Context: an optimization exercise on an open-source flow, tuned for small area, a short achievable clock period and few clock cycles per item. The choices shown serve that exercise and are no tape-out recipe.
The RTL was checked by simulation tests, not by an equivalence proof against the original design.
Power is estimated from default activity; no workload was simulated.

--- design/flow/design.v ---
module snow3g_sr (
    input  wire [7:0] a,
    output reg  [7:0] y
);
    always @(*) begin
        case (a)
            8'h00: y = 8'h63;
            8'h01: y = 8'h7c;
            8'h02: y = 8'h77;
            8'h03: y = 8'h7b;
            8'h04: y = 8'hf2;
            8'h05: y = 8'h6b;
            8'h06: y = 8'h6f;
            8'h07: y = 8'hc5;
            8'h08: y = 8'h30;
            8'h09: y = 8'h01;
            8'h0a: y = 8'h67;
            8'h0b: y = 8'h2b;
            8'h0c: y = 8'hfe;
            8'h0d: y = 8'hd7;
            8'h0e: y = 8'hab;
            8'h0f: y = 8'h76;
            8'h10: y = 8'hca;
            8'h11: y = 8'h82;
            8'h12: y = 8'hc9;
            8'h13: y = 8'h7d;
            8'h14: y = 8'hfa;
            8'h15: y = 8'h59;
            8'h16: y = 8'h47;
            8'h17: y = 8'hf0;
            8'h18: y = 8'had;
            8'h19: y = 8'hd4;
            8'h1a: y = 8'ha2;
            8'h1b: y = 8'haf;
            8'h1c: y = 8'h9c;
            8'h1d: y = 8'ha4;
            8'h1e: y = 8'h72;
            8'h1f: y = 8'hc0;
            8'h20: y = 8'hb7;
            8'h21: y = 8'hfd;
            8'h22: y = 8'h93;
            8'h23: y = 8'h26;
            8'h24: y = 8'h36;
            8'h25: y = 8'h3f;
            8'h26: y = 8'hf7;
            8'h27: y = 8'hcc;
            8'h28: y = 8'h34;
            8'h29: y = 8'ha5;
            8'h2a: y = 8'he5;
            8'h2b: y = 8'hf1;
            8'h2c: y = 8'h71;
            8'h2d: y = 8'hd8;
            8'h2e: y = 8'h31;
            8'h2f: y = 8'h15;
            8'h30: y = 8'h04;
            8'h31: y = 8'hc7;
            8'h32: y = 8'h23;
            8'h33: y = 8'hc3;
            8'h34: y = 8'h18;
            8'h35: y = 8'h96;
            8'h36: y = 8'h05;
            8'h37: y = 8'h9a;
            8'h38: y = 8'h07;
            8'h39: y = 8'h12;
            8'h3a: y = 8'h80;
            8'h3b: y = 8'he2;
            8'h3c: y = 8'heb;
            8'h3d: y = 8'h27;
            8'h3e: y = 8'hb2;
            8'h3f: y = 8'h75;
            8'h40: y = 8'h09;
            8'h41: y = 8'h83;
            8'h42: y = 8'h2c;
            8'h43: y = 8'h1a;
            8'h44: y = 8'h1b;
            8'h45: y = 8'h6e;
            8'h46: y = 8'h5a;
            8'h47: y = 8'ha0;
            8'h48: y = 8'h52;
            8'h49: y = 8'h3b;
            8'h4a: y = 8'hd6;
            8'h4b: y = 8'hb3;
            8'h4c: y = 8'h29;
            8'h4d: y = 8'he3;
            8'h4e: y = 8'h2f;
            8'h4f: y = 8'h84;
            8'h50: y = 8'h53;
            8'h51: y = 8'hd1;
            8'h52: y = 8'h00;
            8'h53: y = 8'hed;
            8'h54: y = 8'h20;
            8'h55: y = 8'hfc;
            8'h56: y = 8'hb1;
            8'h57: y = 8'h5b;
            8'h58: y = 8'h6a;
            8'h59: y = 8'hcb;
            8'h5a: y = 8'hbe;
            8'h5b: y = 8'h39;
            8'h5c: y = 8'h4a;
            8'h5d: y = 8'h4c;
            8'h5e: y = 8'h58;
            8'h5f: y = 8'hcf;
            8'h60: y = 8'hd0;
            8'h61: y = 8'hef;
            8'h62: y = 8'haa;
            8'h63: y = 8'hfb;
            8'h64: y = 8'h43;
            8'h65: y = 8'h4d;
            8'h66: y = 8'h33;
            8'h67: y = 8'h85;
            8'h68: y = 8'h45;
            8'h69: y = 8'hf9;
            8'h6a: y = 8'h02;
            8'h6b: y = 8'h7f;
            8'h6c: y = 8'h50;
            8'h6d: y = 8'h3c;
            8'h6e: y = 8'h9f;
            8'h6f: y = 8'ha8;
            8'h70: y = 8'h51;
            8'h71: y = 8'ha3;
            8'h72: y = 8'h40;
            8'h73: y = 8'h8f;
            8'h74: y = 8'h92;
            8'h75: y = 8'h9d;
            8'h76: y = 8'h38;
            8'h77: y = 8'hf5;
            8'h78: y = 8'hbc;
            8'h79: y = 8'hb6;
            8'h7a: y = 8'hda;
            8'h7b: y = 8'h21;
            8'h7c: y = 8'h10;
            8'h7d: y = 8'hff;
            8'h7e: y = 8'hf3;
            8'h7f: y = 8'hd2;
            8'h80: y = 8'hcd;
            8'h81: y = 8'h0c;
            8'h82: y = 8'h13;
            8'h83: y = 8'hec;
            8'h84: y = 8'h5f;
            8'h85: y = 8'h97;
            8'h86: y = 8'h44;
            8'h87: y = 8'h17;
            8'h88: y = 8'hc4;
            8'h89: y = 8'ha7;
            8'h8a: y = 8'h7e;
            8'h8b: y = 8'h3d;
            8'h8c: y = 8'h64;
            8'h8d: y = 8'h5d;
            8'h8e: y = 8'h19;
            8'h8f: y = 8'h73;
            8'h90: y = 8'h60;
            8'h91: y = 8'h81;
            8'h92: y = 8'h4f;
            8'h93: y = 8'hdc;
            8'h94: y = 8'h22;
            8'h95: y = 8'h2a;
            8'h96: y = 8'h90;
            8'h97: y = 8'h88;
            8'h98: y = 8'h46;
            8'h99: y = 8'hee;
            8'h9a: y = 8'hb8;
            8'h9b: y = 8'h14;
            8'h9c: y = 8'hde;
            8'h9d: y = 8'h5e;
            8'h9e: y = 8'h0b;
            8'h9f: y = 8'hdb;
            8'ha0: y = 8'he0;
            8'ha1: y = 8'h32;
            8'ha2: y = 8'h3a;
            8'ha3: y = 8'h0a;
            8'ha4: y = 8'h49;
            8'ha5: y = 8'h06;
            8'ha6: y = 8'h24;
            8'ha7: y = 8'h5c;
            8'ha8: y = 8'hc2;
            8'ha9: y = 8'hd3;
            8'haa: y = 8'hac;
            8'hab: y = 8'h62;
            8'hac: y = 8'h91;
            8'had: y = 8'h95;
            8'hae: y = 8'he4;
            8'haf: y = 8'h79;
            8'hb0: y = 8'he7;
            8'hb1: y = 8'hc8;
            8'hb2: y = 8'h37;
            8'hb3: y = 8'h6d;
            8'hb4: y = 8'h8d;
            8'hb5: y = 8'hd5;
            8'hb6: y = 8'h4e;
            8'hb7: y = 8'ha9;
            8'hb8: y = 8'h6c;
            8'hb9: y = 8'h56;
            8'hba: y = 8'hf4;
            8'hbb: y = 8'hea;
            8'hbc: y = 8'h65;
            8'hbd: y = 8'h7a;
            8'hbe: y = 8'hae;
            8'hbf: y = 8'h08;
            8'hc0: y = 8'hba;
            8'hc1: y = 8'h78;
            8'hc2: y = 8'h25;
            8'hc3: y = 8'h2e;
            8'hc4: y = 8'h1c;
            8'hc5: y = 8'ha6;
            8'hc6: y = 8'hb4;
            8'hc7: y = 8'hc6;
            8'hc8: y = 8'he8;
            8'hc9: y = 8'hdd;
            8'hca: y = 8'h74;
            8'hcb: y = 8'h1f;
            8'hcc: y = 8'h4b;
            8'hcd: y = 8'hbd;
            8'hce: y = 8'h8b;
            8'hcf: y = 8'h8a;
            8'hd0: y = 8'h70;
            8'hd1: y = 8'h3e;
            8'hd2: y = 8'hb5;
            8'hd3: y = 8'h66;
            8'hd4: y = 8'h48;
            8'hd5: y = 8'h03;
            8'hd6: y = 8'hf6;
            8'hd7: y = 8'h0e;
            8'hd8: y = 8'h61;
            8'hd9: y = 8'h35;
            8'hda: y = 8'h57;
            8'hdb: y = 8'hb9;
            8'hdc: y = 8'h86;
            8'hdd: y = 8'hc1;
            8'hde: y = 8'h1d;
            8'hdf: y = 8'h9e;
            8'he0: y = 8'he1;
            8'he1: y = 8'hf8;
            8'he2: y = 8'h98;
            8'he3: y = 8'h11;
            8'he4: y = 8'h69;
            8'he5: y = 8'hd9;
            8'he6: y = 8'h8e;
            8'he7: y = 8'h94;
            8'he8: y = 8'h9b;
            8'he9: y = 8'h1e;
            8'hea: y = 8'h87;
            8'heb: y = 8'he9;
            8'hec: y = 8'hce;
            8'hed: y = 8'h55;
            8'hee: y = 8'h28;
            8'hef: y = 8'hdf;
            8'hf0: y = 8'h8c;
            8'hf1: y = 8'ha1;
            8'hf2: y = 8'h89;
            8'hf3: y = 8'h0d;
            8'hf4: y = 8'hbf;
            8'hf5: y = 8'he6;
            8'hf6: y = 8'h42;
            8'hf7: y = 8'h68;
            8'hf8: y = 8'h41;
            8'hf9: y = 8'h99;
            8'hfa: y = 8'h2d;
            8'hfb: y = 8'h0f;
            8'hfc: y = 8'hb0;
            8'hfd: y = 8'h54;
            8'hfe: y = 8'hbb;
            8'hff: y = 8'h16;
            default: y = 8'h00;
        endcase
    end
endmodule
module snow3g_sq (
    input  wire [7:0] a,
    output reg  [7:0] y
);
    always @(*) begin
        case (a)
            8'h00: y = 8'h25;
            8'h01: y = 8'h24;
            8'h02: y = 8'h73;
            8'h03: y = 8'h67;
            8'h04: y = 8'hd7;
            8'h05: y = 8'hae;
            8'h06: y = 8'h5c;
            8'h07: y = 8'h30;
            8'h08: y = 8'ha4;
            8'h09: y = 8'hee;
            8'h0a: y = 8'h6e;
            8'h0b: y = 8'hcb;
            8'h0c: y = 8'h7d;
            8'h0d: y = 8'hb5;
            8'h0e: y = 8'h82;
            8'h0f: y = 8'hdb;
            8'h10: y = 8'he4;
            8'h11: y = 8'h8e;
            8'h12: y = 8'h48;
            8'h13: y = 8'h49;
            8'h14: y = 8'h4f;
            8'h15: y = 8'h5d;
            8'h16: y = 8'h6a;
            8'h17: y = 8'h78;
            8'h18: y = 8'h70;
            8'h19: y = 8'h88;
            8'h1a: y = 8'he8;
            8'h1b: y = 8'h5f;
            8'h1c: y = 8'h5e;
            8'h1d: y = 8'h84;
            8'h1e: y = 8'h65;
            8'h1f: y = 8'he2;
            8'h20: y = 8'hd8;
            8'h21: y = 8'he9;
            8'h22: y = 8'hcc;
            8'h23: y = 8'hed;
            8'h24: y = 8'h40;
            8'h25: y = 8'h2f;
            8'h26: y = 8'h11;
            8'h27: y = 8'h28;
            8'h28: y = 8'h57;
            8'h29: y = 8'hd2;
            8'h2a: y = 8'hac;
            8'h2b: y = 8'he3;
            8'h2c: y = 8'h4a;
            8'h2d: y = 8'h15;
            8'h2e: y = 8'h1b;
            8'h2f: y = 8'hb9;
            8'h30: y = 8'hb2;
            8'h31: y = 8'h80;
            8'h32: y = 8'h85;
            8'h33: y = 8'ha6;
            8'h34: y = 8'h2e;
            8'h35: y = 8'h02;
            8'h36: y = 8'h47;
            8'h37: y = 8'h29;
            8'h38: y = 8'h07;
            8'h39: y = 8'h4b;
            8'h3a: y = 8'h0e;
            8'h3b: y = 8'hc1;
            8'h3c: y = 8'h51;
            8'h3d: y = 8'haa;
            8'h3e: y = 8'h89;
            8'h3f: y = 8'hd4;
            8'h40: y = 8'hca;
            8'h41: y = 8'h01;
            8'h42: y = 8'h46;
            8'h43: y = 8'hb3;
            8'h44: y = 8'hef;
            8'h45: y = 8'hdd;
            8'h46: y = 8'h44;
            8'h47: y = 8'h7b;
            8'h48: y = 8'hc2;
            8'h49: y = 8'h7f;
            8'h4a: y = 8'hbe;
            8'h4b: y = 8'hc3;
            8'h4c: y = 8'h9f;
            8'h4d: y = 8'h20;
            8'h4e: y = 8'h4c;
            8'h4f: y = 8'h64;
            8'h50: y = 8'h83;
            8'h51: y = 8'ha2;
            8'h52: y = 8'h68;
            8'h53: y = 8'h42;
            8'h54: y = 8'h13;
            8'h55: y = 8'hb4;
            8'h56: y = 8'h41;
            8'h57: y = 8'hcd;
            8'h58: y = 8'hba;
            8'h59: y = 8'hc6;
            8'h5a: y = 8'hbb;
            8'h5b: y = 8'h6d;
            8'h5c: y = 8'h4d;
            8'h5d: y = 8'h71;
            8'h5e: y = 8'h21;
            8'h5f: y = 8'hf4;
            8'h60: y = 8'h8d;
            8'h61: y = 8'hb0;
            8'h62: y = 8'he5;
            8'h63: y = 8'h93;
            8'h64: y = 8'hfe;
            8'h65: y = 8'h8f;
            8'h66: y = 8'he6;
            8'h67: y = 8'hcf;
            8'h68: y = 8'h43;
            8'h69: y = 8'h45;
            8'h6a: y = 8'h31;
            8'h6b: y = 8'h22;
            8'h6c: y = 8'h37;
            8'h6d: y = 8'h36;
            8'h6e: y = 8'h96;
            8'h6f: y = 8'hfa;
            8'h70: y = 8'hbc;
            8'h71: y = 8'h0f;
            8'h72: y = 8'h08;
            8'h73: y = 8'h52;
            8'h74: y = 8'h1d;
            8'h75: y = 8'h55;
            8'h76: y = 8'h1a;
            8'h77: y = 8'hc5;
            8'h78: y = 8'h4e;
            8'h79: y = 8'h23;
            8'h7a: y = 8'h69;
            8'h7b: y = 8'h7a;
            8'h7c: y = 8'h92;
            8'h7d: y = 8'hff;
            8'h7e: y = 8'h5b;
            8'h7f: y = 8'h5a;
            8'h80: y = 8'heb;
            8'h81: y = 8'h9a;
            8'h82: y = 8'h1c;
            8'h83: y = 8'ha9;
            8'h84: y = 8'hd1;
            8'h85: y = 8'h7e;
            8'h86: y = 8'h0d;
            8'h87: y = 8'hfc;
            8'h88: y = 8'h50;
            8'h89: y = 8'h8a;
            8'h8a: y = 8'hb6;
            8'h8b: y = 8'h62;
            8'h8c: y = 8'hf5;
            8'h8d: y = 8'h0a;
            8'h8e: y = 8'hf8;
            8'h8f: y = 8'hdc;
            8'h90: y = 8'h03;
            8'h91: y = 8'h3c;
            8'h92: y = 8'h0c;
            8'h93: y = 8'h39;
            8'h94: y = 8'hf1;
            8'h95: y = 8'hb8;
            8'h96: y = 8'hf3;
            8'h97: y = 8'h3d;
            8'h98: y = 8'hf2;
            8'h99: y = 8'hd5;
            8'h9a: y = 8'h97;
            8'h9b: y = 8'h66;
            8'h9c: y = 8'h81;
            8'h9d: y = 8'h32;
            8'h9e: y = 8'ha0;
            8'h9f: y = 8'h00;
            8'ha0: y = 8'h06;
            8'ha1: y = 8'hce;
            8'ha2: y = 8'hf6;
            8'ha3: y = 8'hea;
            8'ha4: y = 8'hb7;
            8'ha5: y = 8'h17;
            8'ha6: y = 8'hf7;
            8'ha7: y = 8'h8c;
            8'ha8: y = 8'h79;
            8'ha9: y = 8'hd6;
            8'haa: y = 8'ha7;
            8'hab: y = 8'hbf;
            8'hac: y = 8'h8b;
            8'had: y = 8'h3f;
            8'hae: y = 8'h1f;
            8'haf: y = 8'h53;
            8'hb0: y = 8'h63;
            8'hb1: y = 8'h75;
            8'hb2: y = 8'h35;
            8'hb3: y = 8'h2c;
            8'hb4: y = 8'h60;
            8'hb5: y = 8'hfd;
            8'hb6: y = 8'h27;
            8'hb7: y = 8'hd3;
            8'hb8: y = 8'h94;
            8'hb9: y = 8'ha5;
            8'hba: y = 8'h7c;
            8'hbb: y = 8'ha1;
            8'hbc: y = 8'h05;
            8'hbd: y = 8'h58;
            8'hbe: y = 8'h2d;
            8'hbf: y = 8'hbd;
            8'hc0: y = 8'hd9;
            8'hc1: y = 8'hc7;
            8'hc2: y = 8'haf;
            8'hc3: y = 8'h6b;
            8'hc4: y = 8'h54;
            8'hc5: y = 8'h0b;
            8'hc6: y = 8'he0;
            8'hc7: y = 8'h38;
            8'hc8: y = 8'h04;
            8'hc9: y = 8'hc8;
            8'hca: y = 8'h9d;
            8'hcb: y = 8'he7;
            8'hcc: y = 8'h14;
            8'hcd: y = 8'hb1;
            8'hce: y = 8'h87;
            8'hcf: y = 8'h9c;
            8'hd0: y = 8'hdf;
            8'hd1: y = 8'h6f;
            8'hd2: y = 8'hf9;
            8'hd3: y = 8'hda;
            8'hd4: y = 8'h2a;
            8'hd5: y = 8'hc4;
            8'hd6: y = 8'h59;
            8'hd7: y = 8'h16;
            8'hd8: y = 8'h74;
            8'hd9: y = 8'h91;
            8'hda: y = 8'hab;
            8'hdb: y = 8'h26;
            8'hdc: y = 8'h61;
            8'hdd: y = 8'h76;
            8'hde: y = 8'h34;
            8'hdf: y = 8'h2b;
            8'he0: y = 8'had;
            8'he1: y = 8'h99;
            8'he2: y = 8'hfb;
            8'he3: y = 8'h72;
            8'he4: y = 8'hec;
            8'he5: y = 8'h33;
            8'he6: y = 8'h12;
            8'he7: y = 8'hde;
            8'he8: y = 8'h98;
            8'he9: y = 8'h3b;
            8'hea: y = 8'hc0;
            8'heb: y = 8'h9b;
            8'hec: y = 8'h3e;
            8'hed: y = 8'h18;
            8'hee: y = 8'h10;
            8'hef: y = 8'h3a;
            8'hf0: y = 8'h56;
            8'hf1: y = 8'he1;
            8'hf2: y = 8'h77;
            8'hf3: y = 8'hc9;
            8'hf4: y = 8'h1e;
            8'hf5: y = 8'h9e;
            8'hf6: y = 8'h95;
            8'hf7: y = 8'ha3;
            8'hf8: y = 8'h90;
            8'hf9: y = 8'h19;
            8'hfa: y = 8'ha8;
            8'hfb: y = 8'h6c;
            8'hfc: y = 8'h09;
            8'hfd: y = 8'hd0;
            8'hfe: y = 8'hf0;
            8'hff: y = 8'h86;
            default: y = 8'h00;
        endcase
    end
endmodule
module snow3g_keystream (
    input  wire         clk,
    input  wire         rst,          
    input  wire         init_valid,
    output wire         init_ready,
    input  wire [127:0] key,          
    input  wire [127:0] iv,           
    output wire         ks_valid,
    input  wire         ks_ready,
    output wire [31:0]  ks_word
);
    localparam [1:0] ST_IDLE   = 2'd0;
    localparam [1:0] ST_INIT   = 2'd1;
    localparam [1:0] ST_PRIME  = 2'd2;
    localparam [1:0] ST_STREAM = 2'd3;
    function [7:0] mulx;
        input [7:0] v;
        input [7:0] c;
        begin
            mulx = {v[6:0], 1'b0} ^ (v[7] ? c : 8'h00);
        end
    endfunction
    function [7:0] mulxpow;
        input [7:0] v;
        input integer n;
        input [7:0] c;
        integer k;
        begin
            mulxpow = v;
            for (k = 0; k < n; k = k + 1)
                mulxpow = {mulxpow[6:0], 1'b0} ^ ({8{mulxpow[7]}} & c);
        end
    endfunction
    function [31:0] mulalpha;
        input [7:0] c;
        begin
            mulalpha = {mulxpow(c, 23, 8'hA9), mulxpow(c, 245, 8'hA9),
                        mulxpow(c, 48, 8'hA9), mulxpow(c, 239, 8'hA9)};
        end
    endfunction
    function [31:0] divalpha;
        input [7:0] c;
        begin
            divalpha = {mulxpow(c, 16, 8'hA9), mulxpow(c, 39, 8'hA9),
                        mulxpow(c, 6, 8'hA9),  mulxpow(c, 64, 8'hA9)};
        end
    endfunction
    function [31:0] mix;
        input [31:0] b;
        input [7:0]  c;
        reg [7:0] b0, b1, b2, b3;
        begin
            b0 = b[31:24];
            b1 = b[23:16];
            b2 = b[15:8];
            b3 = b[7:0];
            mix = {mulx(b0, c) ^ b1 ^ b2 ^ mulx(b3, c) ^ b3,
                   mulx(b0, c) ^ b0 ^ mulx(b1, c) ^ b2 ^ b3,
                   b0 ^ mulx(b1, c) ^ b1 ^ mulx(b2, c) ^ b3,
                   b0 ^ b1 ^ mulx(b2, c) ^ b2 ^ mulx(b3, c)};
        end
    endfunction
    reg [1:0]  state;
    reg [4:0]  round;
    reg [31:0] s [0:15];
    reg [31:0] r1, r2, r3;
    wire [31:0] f = (s[15] + r1) ^ r2;
    wire [31:0] sr_out;
    wire [31:0] sq_out;
    genvar g;
    generate
        for (g = 0; g < 4; g = g + 1) begin : g_sbox
            snow3g_sr u_sr (.a(r1[8*g +: 8]), .y(sr_out[8*g +: 8]));
            snow3g_sq u_sq (.a(r2[8*g +: 8]), .y(sq_out[8*g +: 8]));
        end
    endgenerate
    wire [31:0] r1_next = r2 + (r3 ^ s[5]);
    wire [31:0] r2_next = mix(sr_out, 8'h1B);    
    wire [31:0] r3_next = mix(sq_out, 8'h69);    
    wire [31:0] feedback = {s[0][23:0], 8'h00} ^ mulalpha(s[0][31:24]) ^ s[2] ^
                           {8'h00, s[11][31:8]} ^ divalpha(s[11][7:0]);
    wire [31:0] s15_next = (state == ST_INIT) ? (feedback ^ f) : feedback;
    assign init_ready = (state == ST_IDLE) || (state == ST_STREAM);
    assign ks_valid   = (state == ST_STREAM);
    assign ks_word    = f ^ s[0];
    wire start   = init_valid && init_ready;
    wire advance = (state == ST_INIT) || (state == ST_PRIME) ||
                   ((state == ST_STREAM) && ks_ready);
    wire [31:0] k0  = key[127:96];
    wire [31:0] k1  = key[95:64];
    wire [31:0] k2  = key[63:32];
    wire [31:0] k3  = key[31:0];
    wire [31:0] iv0 = iv[127:96];
    wire [31:0] iv1 = iv[95:64];
    wire [31:0] iv2 = iv[63:32];
    wire [31:0] iv3 = iv[31:0];
    integer i;
    always @(posedge clk) begin
        if (rst) begin
            state <= ST_IDLE;
            round <= 5'd0;
        end else if (start) begin
            state <= ST_INIT;
            round <= 5'd0;
        end else begin
            case (state)
                ST_INIT: begin
                    round <= round + 5'd1;
                    if (round == 5'd31)
                        state <= ST_PRIME;
                end
                ST_PRIME: state <= ST_STREAM;
                default:  ;
            endcase
        end
    end
    always @(posedge clk) begin
        if (start) begin
            s[0]  <= ~k0;
            s[1]  <= ~k1;
            s[2]  <= ~k2;
            s[3]  <= ~k3;
            s[4]  <= k0;
            s[5]  <= k1;
            s[6]  <= k2;
            s[7]  <= k3;
            s[8]  <= ~k0;
            s[9]  <= ~k1 ^ iv3;
            s[10] <= ~k2 ^ iv2;
            s[11] <= ~k3;
            s[12] <= k0 ^ iv1;
            s[13] <= k1;
            s[14] <= k2;
            s[15] <= k3 ^ iv0;
            r1    <= 32'd0;
            r2    <= 32'd0;
            r3    <= 32'd0;
        end else if (advance) begin
            for (i = 0; i < 15; i = i + 1)
                s[i] <= s[i + 1];
            s[15] <= s15_next;
            r1    <= r1_next;
            r2    <= r2_next;
            r3    <= r3_next;
        end
    end
endmodule
--- design/flow/run.sh ---
#!/bin/bash
# synth_recipe.tcl (not shown) runs the flow's synth.tcl, then flattens the netlist and writes it again
# the make line also repeats each setting of config.mk as NAME=value (left out here)
make -C /OpenROAD-flow-scripts/flow DESIGN_CONFIG=/design/flow/config.mk WORK_HOME=/design/flow/orfs CLKGATE_MAP_FILE= SYNTH_SCRIPT=/design/flow/synth_recipe.tcl finish
--- design/flow/constraint.sdc ---
create_clock -name core_clock -period 8.0 [get_ports {clk}]
set_input_delay 1.6000 -clock core_clock [delete_from_list [all_inputs] [get_ports {clk}]]
set_output_delay 1.6000 -clock core_clock [all_outputs]
set_load 0.01 [all_outputs]
--- design/flow/config.mk ---
export PLATFORM = sky130hd
export DESIGN_NAME = snow3g_keystream
export DESIGN_NICKNAME = snow3g_keystream
export VERILOG_FILES = /design/flow/design.v
export SDC_FILE = /design/flow/constraint.sdc
export NUM_CORES = 4
export LEC_CHECK = 0
export CAP_MARGIN = 20
export CORE_MARGIN = 2
export CORE_UTILIZATION = 40
export PLACE_DENSITY = 0.6
export SLEW_MARGIN = 20
==> results by group <==
Logic synthesis
  • Mux cell area share after synthesis: 0.655%
  • Post-Synthesis Cells: 7901
  • Register bit total from synthesis: 679
  • Mean post-synth cell area: 7.60 um^2
  • Number of synthesized flops with an enable pin: 512
  • Simple-Gate Fraction of Synth Area: 19.1%
  • Synth Area in Compound Gates: 29.0%
  • Netlist cell types: 100
  • Main combinational cell family by area after synthesis: compound AO/OA/AOI/OAI gates
  • Post-Synth XOR/XNOR Area: 10.5%
  • Fraction of the mapped netlist area in adder cells: 4.28%
  • Mapped Area: 60000 um^2
  • Async set-or-reset flop fraction in the synthesized netlist: 0%
  • Register area share after synthesis: 31.2%
  • Yosys warning total: 4
  • Synth Net Count: 8365
  • Top FF cell, synth: edfxtp_1

Run
  • Max-Cap Viols: 0

CTS
  • Cts bufs inserted: 82
  • Buffer count from post-CTS setup fixing: 0
  • CTS tree: yes
  • PostCTS Resize Cnt: 0
  • Clk buf depth: 3
  • Clk pin slew, worst setup/hold paths: 0.06 ns
  • H-tree Lvls: 3
  • Clock sinks: 679
  • Root Buffer: clkbuf_16
  • Post-CTS Hold Buffers: 0
  • Worst skew pair latency: 0.71 ns

Final layout
  • Fin cells: 9892
  • Post-route cell area: 67500 um^2
  • Diodes inserted: 0
  • Layout area overhead: 12.5%
  • Share of layout cells above drive strength 1: 5.74%
  • Commonest non-fill, non-tap cell in the layout: nand2_1
  • Final core utilization: 45.2%
  • Most frequent cells in the layout: 1531 x nand2_1, 825 x o21ai_0, 623 x a21oi_1, 581 x nor2_1, 512 x edfxtp_1
  • Final #Nets: 8274

STA
  • Setup-failing EPs final: 0
  • Post-layout min period: 6.98 ns
  • RSZ-0062 raised after global routing: false
  • Achievable Freq: 0.143 GHz
  • Skew final: 0.0320 ns
  • Crit share post-route: 87.3%
  • Slew HR: 16.0%
  • Hold Vio Cnt, Final: 0
  • Worst-Margin Slew: 1.26 ns
  • Setup TNS: 0 ns
  • Final Max Tran Viols: 0
  • WHS: 0.469 ns

Placed design
  • # port buffers: 293
  • DP Area: 64700 um^2
  • Cells after DPL: 9741
  • Dpl hpwl: 197 mm
  • Placer Congestion: 1.06

Setup path
  • CP Capture Type: output pin
  • Required time of the critical path: 6.40 ns
  • Crit-path max FO: 4
  • Crit-path leading delay family: compound AO/OA/AOI/OAI gates
  • Critical Path AT: 5.38 ns
  • Worst Path Buf+Inv: 1
  • Worst setup path class: register to output pin
  • Crit path cell chain: ha_1, a211oi_1, o21ai_0, a2111o_1, a41oi_1, o21ai_0, nand2_1, nand3_1, a21oi_1, o21bai_1, a221oi_1, xnor2_1, xnor2_1, clkdlybuf4s50_1
  • Max incr delay on CP: 0.63 ns
  • Worst setup SP type: register
  • Critical path's slowest cell: clkdlybuf4s50_1

Power
  • Switching share of power: 55.9%
  • Peak supply drop: 294 uV
  • Switch Pwr: 0.0204 W
  • Seq pwr share: 16.9%
  • Int Power: 0.0161 W
  • Power per Cell Area: 541 nW/um^2
  • Static Leakage: 25.0 nW
  • Clock share of power: 10.7%
  • Comb pwr share: 72.5%

Global route
  • Total track usage: 34.7%
  • Total gr overflow: 0
  • Initial antenna violation count: 6
  • Pin count of the biggest net entering global routing: 242
  • First-pass GRT wire length: 406 mm
  • Vias in the first global route: 59.8k

Floorplanning
  • Die Wd: 391 um
  • IO Pins: 294
  • Core box area: 149000 um^2
  • FP Rows: 142
  • Die height: 391 um
  • Die area: 153000 um^2
  • Starting Density: 40.2%

Detailed routing
  • Post-DR wirelength/cell: 28.1 um
  • DRT Wirelength: 278 mm
  • Vias: 65.1k
  • Via-per-instance ratio: 6.58
  • 1st-iter DRT viols: 10.9k
  • Number of remaining DRC errors: 0
  • DRT antenna net count: 0
  • DRT Pass-1 Iters: 9

Status
  • Status: finished clean

Hold path
  • Type of the most critical hold path: register to register
## per-layer routing
layer,GRT usage [%],wire length (um),vias to the layer above
met4,13.7,13600,8
met2,52.9,120000,4703
met1,47.2,112000,30900
met5,0,45,-
li1,-,-,28700
met3,8.22,32800,824
## synthesized netlist by cell type (167+ instances only)
cell type | number | area (um^2)
ha_1 | 202 | 2530
edfxtp_1 | 512 | 15400
xnor2_1 | 428 | 3750
nand2_1 | 1535 | 5760
xor2_1 | 263 | 2300
a21oi_1 | 627 | 3140
o211ai_1 | 167 | 1250
clkbuf_1 | 529 | 1990
dfxtp_1 | 167 | 3340
a211oi_1 | 170 | 1280
nor2_1 | 584 | 2190
nor3_1 | 229 | 1150
o21ai_0 | 825 | 4130
## cells by family (layout without fill, tap and decap cells)
family	after synthesis	in the layout
fa+ha+maj	204	204
xor+xnor	702	702
flops	679	679
buf+inv	813	788
compound gates	2727	2727
simple gates	2745	2745
mux	31	31
## state kept, by name (all words and copies together), names as in the netlist
register,flops
g_sbox.u_sr.y,32
state,2
g_sbox.u_sq.y,32
s,512
round,5
r3,32
r2,32
r1,32
## final cells by class
cell class | instances | area [um^2]
clock buffers | 105 | 2210
well taps | 2016 | 2520
multi-input cells | 6409 | 38300
fillers | 15100 | 81900
flip-flops and latches | 679 | 18700
repair buffers | 528 | 4830
clock inverters | 45 | 544
inverters | 110 | 417
## power groups by stage
stage	Clock [W]	Sequential [W]	Combinational, W
6_report	0.00390	0.00615	0.0265
5_1_grt	0.00408	0.00620	0.0278
4_1_cts	0.00395	0.00612	0.0254
3_5_place_dp	0	0.00618	0.0252
3_3_place_gp	0	0.00618	0.0255
2_1_floorplan	0	0.00556	0.0167
## stage by stage
step | power, W | setup WS (ns)
floorplan | 0.0222 | -2.25
global placement | 0.0316 | 1.51
detailed placement | 0.0314 | 1.48
CTS | 0.0355 | 1.01
global route | 0.0381 | 0.609
finish | 0.0365 | 1.02
## worst register-to-register path, cell delays in order, from the launching register on
cell and delay, ns:
edfxtp_1 0.51, xor2_1 0.19, ha_1 0.39, a21o_1 0.26
a2111oi_4 0.55, and2b_1 0.24, a21o_1 0.34, a31oi_1 0.21
o2111ai_2 0.35, nand3_1 0.52, buf_4 0.38, inv_1 0.15
ha_1 0.62, nor2_1 0.28, o32ai_1 0.55, a21oi_1 0.13
o211ai_1 0.32, and4_1 0.27
## worst paths after layout
kind / slack, ns / cells after the start / from / end
max: 1.02 / 14 / s[15][1] / ks_word[31]
max reg2reg: 1.66 / 17 / s[5][8] / g_sbox[3].u_sr.y[6]
min reg2reg: 0.47 / 2 / r3[16] / r3[16]
min: 0.47 / 2 / r3[16] / r3[16]
Testbench counts, summed over its fixed seeds: cycles 14,560, words 12,968.

separate check: timing with driven ports:
No port has a modelled driver above. Below, the same layout with a new extraction and two added sets of constraints. Step 1, drivers: a clkbuf_16 drives clk and a buf_2 each remaining input, both assumed. Step 2 moves the port delays by t, midway between the first and last clock arrival at a register: inputs arrive t later, outputs are due t later. That takes back most of the time a late clock gives input paths. Slacks: ideal ports / drivers / drivers and shift; pairs: ideal ports / drivers.
t (ns): 0.781
setup WS [ns]: 1.017 / 0.934 / 1.238
latest minus earliest clock arrival (ns): 0.041 / 0.040
worst register clock-pin slew, ns: 0.08 / 0.08
After both steps setup and hold are still met in this run. The setup slack of this run moves by -0.083 ns with the drivers and by +0.221 ns with both steps.
